Context: an optimization exercise on an open-source flow, tuned for small area. The choices shown serve that exercise and are no tape-out recipe.
Function was checked by simulation only, so behaviour that the tests miss may differ from the original.
Power is estimated from default activity; no workload was simulated.

Design romprog_core, start of the top module:
module romprog_core (
    input  wire        clk,
    input  wire        rst,
    input  wire        rx_valid,
    input  wire [7:0]  rx_data,
    output wire        rx_ready,
    output wire        tx_valid,
    output wire [7:0]  tx_data,
    input  wire        tx_ready,
    output wire        flash_req_valid,
    output reg  [2:0]  flash_op,
    output wire [31:0] flash_addr,
    output wire [7:0]  flash_wdata,
    input  wire        flash_resp_valid,
    input  wire [7:0]  flash_rdata
);
    localparam [2:0] M_RX = 3'd0, M_CHK = 3'd1, M_XPREP = 3'd2, M_XREQ = 3'd3,
                     M_XPOST = 3'd4, M_XCRC = 3'd5, M_TOPEN = 3'd6, M_TBODY = 3'd7;
    localparam [1:0] D_IDLE = 2'd0, D_IN = 2'd1, D_ESC = 2'd2;
    reg  [2:0]   main;
    reg  [1:0]   dec;
    reg          tv;         
    reg  [5:0]   cnt;        
    reg  [6:0]   idx;        
    reg  [511:0] ring;
    reg  [7:0]   opc;
    reg  [7:0]   tl;         
    reg  [15:0]  A;          
    reg          hiA;        
    reg          L, Z;       
    reg  [1:0]   st;
    reg  [15:0]  C;          
    reg          p;          
    reg  [7:0]   R;          
    wire [7:0] ro = ring[511:504];         
    wire       slot_ok = (cnt == idx[5:0]);
    assign rx_ready = (main == M_RX) && ((dec == D_IDLE) || slot_ok);
    wire take  = rx_valid && rx_ready;
    wire is7E  = (rx_data == 8'h7E);
    wire is7D  = (rx_data == 8'h7D);
    wire full  = (idx == 7'd71);
    wire app   = take && !is7E && !full &&
                 (((dec == D_IN) && !is7D) || (dec == D_ESC));
    wire [7:0] v = rx_data ^ {2'b00, (dec == D_ESC), 5'b00000};
    wire [6:0] n = idx;
    wire op_ping = (opc == 8'd0), op_id = (opc == 8'd1), op_rd = (opc == 8'd2),
         op_wr = (opc == 8'd3), op_crc = (opc == 8'd4), op_er = (opc == 8'd5),
         op_chip = (opc == 8'd6);
    wire hdr_ok = (n >= 7'd3) && (tl == {1'b0, n});
    wire len_ok = ((op_ping || op_id || op_chip) && n == 7'd3) ||
                  (op_rd && n == 7'd8) || (op_wr && n >= 7'd8) ||
                  ((op_crc || op_er) && n == 7'd11);
  ...
Size in the first run: roughly 1300 cells after synthesis, ~590 flip-flops.
clock: 10.0 ns
lec_check: 0
cap_margin: 20
core_margin: 2
core_utilization: 40
cts_cluster_diameter: 80
cts_cluster_size: 30
place_density: 0.6
slew_margin: 20
run.sh (not shown) runs the stock make flow with config.mk's settings and CLKGATE_MAP_FILE= SYNTH_SCRIPT=/design/flow/synth_recipe.tcl, a recipe that flattens the netlist after the stock synthesis.
Change:
--- a/flow/config.mk
+++ b/flow/config.mk
@@ -10 +10 @@
-export CORE_UTILIZATION = 40
+export CORE_UTILIZATION = 70
@@ -13 +13 @@
-export PLACE_DENSITY = 0.6
+export PLACE_DENSITY = 0.8
What happened:
- setup slack got worse by 0.079 ns
- die area came out lower by well over a third
- design area decreases by a few percent
- wire length rose by about a fifth
- global-route usage rises by 15 points
- sequential share of layout area increases by 1.6 points
- via count is higher by a few percent
Change:
==> flow/flow/run.sh (new file) <==
#!/bin/bash
# Layout flow: the standard ORFS layout (standard.sh), with two changes:
#  - the port buffers are the smallest buffer cell, buf_1, instead of the one
#    buffer_ports picks by default (clkdlybuf4s50_1);
#  - clock tree synthesis clusters more sinks per buffer and inserts no dummy
#    loads.
# Each tool's full output stays in orfs/logs/ (ORFS writes one log per step);
# the make output is kept in flow_make.log.
set -euo pipefail
export BUFFER_PORTS_ARGS="-buffer_cell sky130_fd_sc_hd__buf_1"
export CTS_ARGS="-sink_clustering_enable -repair_clock_nets -dont_use_dummy_load -sink_clustering_size 30 -sink_clustering_max_diameter 80"
bash standard.sh > flow_make.log 2>&1
==> flow/standard.sh (new file) <==
#!/bin/bash
# synth_recipe.tcl (not shown) runs the flow's synth.tcl, then flattens the netlist and writes it again
# the make line also repeats each setting of config.mk as NAME=value (left out here)
make -C /OpenROAD-flow-scripts/flow DESIGN_CONFIG=/design/flow/config.mk WORK_HOME=/design/flow/orfs CLKGATE_MAP_FILE= SYNTH_SCRIPT=/design/flow/synth_recipe.tcl "${@:-finish}"
--- a/flow/config.mk
+++ b/flow/config.mk
@@ -11,2 +10,0 @@
-export CTS_CLUSTER_DIAMETER = 80
-export CTS_CLUSTER_SIZE = 30
removed: flow/run.sh
Result: Die area does not change. Non-clock buffer count goes up by 5. Cell count is about the same. Clock skew goes up by 0.024 ns. Final area goes down by 2.3%.

---

Setup of run 1:
Another version of the RTL of romprog_core (not shown whole).
For scale: about 1,300 cells after synthesis, roughly 590 flip-flops.
Settings: LEC_CHECK=0, CAP_MARGIN=20, CORE_MARGIN=2, CORE_UTILIZATION=60, PLACE_DENSITY=0.75, SLEW_MARGIN=20; clock period 10.0 ns.
standard.sh (not shown) runs the stock make flow with config.mk's settings and CLKGATE_MAP_FILE= SYNTH_SCRIPT=/design/flow/synth_recipe.tcl, a recipe that flattens the netlist after the stock synthesis.
==> flow/flow/run.sh <==
#!/bin/bash
# Layout flow: the standard ORFS layout (standard.sh), with these changes:
#  - the port buffers are the smallest buffer cell, buf_1, instead of the one
#    buffer_ports picks by default (clkdlybuf4s50_1);
#  - clock tree synthesis clusters more sinks per buffer and inserts no dummy
#    loads;
#  - before global routing, gates on paths with slack are sized down
#    (pre_grt.tcl); global routing's repair then fixes slew and capacitance.
# Each tool's full output stays in orfs/logs/ (ORFS writes one log per step);
# the make output is kept in flow_make.log.
set -euo pipefail
export BUFFER_PORTS_ARGS="-buffer_cell sky130_fd_sc_hd__buf_1"
export CTS_ARGS="-sink_clustering_enable -repair_clock_nets -dont_use_dummy_load -sink_clustering_size 30 -sink_clustering_max_diameter 80"
export PRE_GLOBAL_ROUTE_TCL="$PWD/flow/pre_grt.tcl"
bash standard.sh > flow_make.log 2>&1
==> flow/flow/pre_grt.tcl <==
# Runs at the start of ORFS's global route step (PRE_GLOBAL_ROUTE_TCL), on the
# placed design with its clock tree: size down gates on paths with slack. The
# global route step then repairs slew and capacitance as usual.
estimate_parasitics -placement
repair_timing -recover_power 100 -match_cell_footprint -verbose
detailed_placement
Edits applied to the flow inputs when going from run 1 to run 2:
==> flow/flow/run.sh <==
#!/bin/bash
# Layout flow: the standard ORFS layout (standard.sh), with two changes:
#  - the port buffers are the smallest buffer cell, buf_1, instead of the one
#    buffer_ports picks by default (clkdlybuf4s50_1);
#  - clock tree synthesis clusters more sinks per buffer and inserts no dummy
#    loads;
#  - global routing recovers power (RECOVER_POWER): gates on paths with slack
#    are sized down, which also makes them smaller.
# Each tool's full output stays in orfs/logs/ (ORFS writes one log per step);
# the make output is kept in flow_make.log.
set -euo pipefail
export BUFFER_PORTS_ARGS="-buffer_cell sky130_fd_sc_hd__buf_1"
export CTS_ARGS="-sink_clustering_enable -repair_clock_nets -dont_use_dummy_load -sink_clustering_size 30 -sink_clustering_max_diameter 80"
export RECOVER_POWER=100
bash standard.sh > flow_make.log 2>&1
removed: flow/flow/pre_grt.tcl
## What came out
- Run 2 ran in full, but the layout does not pass; the checks complain about capacitance limit, slew limit.
- Fmax: run 2 below run 1
- ~same share of final layout cell area taken by non-clock buffers in run 2 and run 1
- In the reports for run 2 and run 1, the larger relative slew slack belongs to run 1.
- Fraction of area in registers across run 2 and run 1: no real change.
- ~same overall power consumption in run 2 and run 1
- Path length in cells of the critical path: run 2 higher than run 1
### run 2 -> run 3
==> flow/flow/run.sh <==
#!/bin/bash
# Layout flow: the standard ORFS layout (standard.sh), with two changes:
#  - the port buffers are the smallest buffer cell, buf_1, instead of the one
#    buffer_ports picks by default (clkdlybuf4s50_1);
#  - clock tree synthesis clusters more sinks per buffer and inserts no dummy
#    loads.
# Each tool's full output stays in orfs/logs/ (ORFS writes one log per step);
# the make output is kept in flow_make.log.
set -euo pipefail
export BUFFER_PORTS_ARGS="-buffer_cell sky130_fd_sc_hd__buf_1"
export CTS_ARGS="-sink_clustering_enable -repair_clock_nets -dont_use_dummy_load -sink_clustering_size 30 -sink_clustering_max_diameter 80"
bash standard.sh > flow_make.log 2>&1
### Flow results
- Run 3 completed every stage of the flow, and the final layout passed the timing, DRC and antenna checks.
- Run 3 vs run 2: slew of the pin with the lowest slew margin down in run 3
- Going from run 2 to run 3, part of the total power dissipated in the clock network comparable, worst path arrival time now smaller.
- Across both runs, critical path depth was lower for run 3 than for run 2.
- ~same post-CTS setup buffer count in run 3 and run 2
- Per the comparison of run 3 with run 2, highest cell delay on the worst timing path has decreased; detailed-route wire length per cell has remained practically unchanged.
- Fraction of area in registers: run 3 vs run 2 down 0.19 points
- Measured against run 3, the met3 layer wire length in the routed design of run 2 comes out at 0.871 times the reference value.
- Sort run 3 and run 2 by worst slack on hold paths asc -> top: run 2
> inputs changed (run 3 -> run 4)
- CORE_UTILIZATION changed from 60 to 70
- PLACE_DENSITY changed from 0.75 to 0.8
Findings:
- Worst setup margin for run 4: 0.0076 ns down relative to run 3
- Taking run 3 as the reference, in run 4 overall power consumption now larger, cell leakage power closely matched the old numbers, data-path buffer share of cell area in the final layout now sits at about the same level.
- Run 4 against run 3: pre-CTS setup slack dropped 0.10 ns, share of the final layout cell area in sequential cells now sits higher.
- met2 as the layer carrying the most global-route usage was reported by run 4, and met1 by run 3.

---

== Q ==
Another version of the RTL of romprog_core (not shown whole).
Size in the first run: about 1300 cells after synthesis, about 75 I/O pins, about 0.016 mm^2 of cells after synthesis.
clock: 10.0 ns
lec_check: 0
cap_margin: 0
core_margin: 2
core_utilization: 60
place_density: 0.75
slew_margin: 0
==> flow/flow/run.sh <==
#!/bin/bash
# Layout flow: the standard ORFS layout (standard.sh), with two changes:
#  - the port buffers are the smallest buffer cell, buf_1, instead of the one
#    buffer_ports picks by default (clkdlybuf4s50_1);
#  - clock tree synthesis uses clkbuf_8 buffers, clusters sinks for them and inserts no dummy
#    loads.
# Each tool's full output stays in orfs/logs/ (ORFS writes one log per step);
# the make output is kept in flow_make.log.
set -euo pipefail
export BUFFER_PORTS_ARGS="-buffer_cell sky130_fd_sc_hd__buf_1"
export CTS_ARGS="-sink_clustering_enable -repair_clock_nets -dont_use_dummy_load -buf_list sky130_fd_sc_hd__clkbuf_8 -sink_clustering_size 20 -sink_clustering_max_diameter 60"
bash standard.sh > flow_make.log 2>&1
### Q -> T
Settings: swapping 0 for 20 in SLEW_MARGIN; swapping 0 for 20 in CAP_MARGIN.
==> run notes <==
On sum of internal, switching and leakage power, T and Q are neck and neck. Per the comparison of T with Q, power drawn by the clock network now sits at about the same level, post-detailed-route wirelength per cell now sits at about the same level, via density per instance now sits higher, XOR/XNOR share of the synthesized area now sits at about the same level. T: worst setup slack 0.0077 ns above Q. Cell area after layout essentially unchanged between T and Q.

## port drivers added, routing unchanged
No port has a modelled driver above. Below, the same layouts with a new extraction and two added sets of constraints.
Step 1 assumes that a clkbuf_16 drives the clock port and a buf_2 every other input.
Step 2 moves the port delays by t, midway between the first and last clock arrival at a register: inputs arrive t later, outputs are due t later. That takes back most of the time a late clock gives input paths.
Three values: ideal ports, drivers, drivers and shift; two values: the first two.
| run | shift t [ns] | setup slack, ns | worst setup path after step 2 | latest minus earliest clock arrival (ns) |
|---|---|---|---|---|
| the first run of note 1 | 0.630 | 4.677 / 4.621 / 4.373 | input to register | 0.028 / 0.028 |
| the second run of note 1 | 0.599 | 4.598 / 4.550 / 4.398 | input to register | 0.018 / 0.018 |
| the third run of note 1 | 0.586 | 4.899 / 4.846 / 5.019 | input to register | 0.044 / 0.044 |
| run 1 | 0.605 | 4.938 / 4.885 / 4.651 | input to register | 0.045 / 0.045 |
| run 2 | 0.603 | 4.479 / 4.428 / 4.189 | input to register | 0.045 / 0.046 |
| run 3 | 0.603 | 4.883 / 4.831 / 4.828 | input to register | 0.044 / 0.043 |
| run 4 | 0.583 | 4.875 / 4.824 / 5.036 | input to register | 0.063 / 0.063 |
| Q | 0.570 | 5.059 / 5.017 / 5.104 | input to register | 0.093 / 0.092 |
| T | 0.572 | 5.067 / 5.025 / 5.117 | input to register | 0.089 / 0.089 |
For the first run of note 1, which loses most, drivers alone change the setup slack by -0.056 ns; drivers and shift together by -0.304 ns.
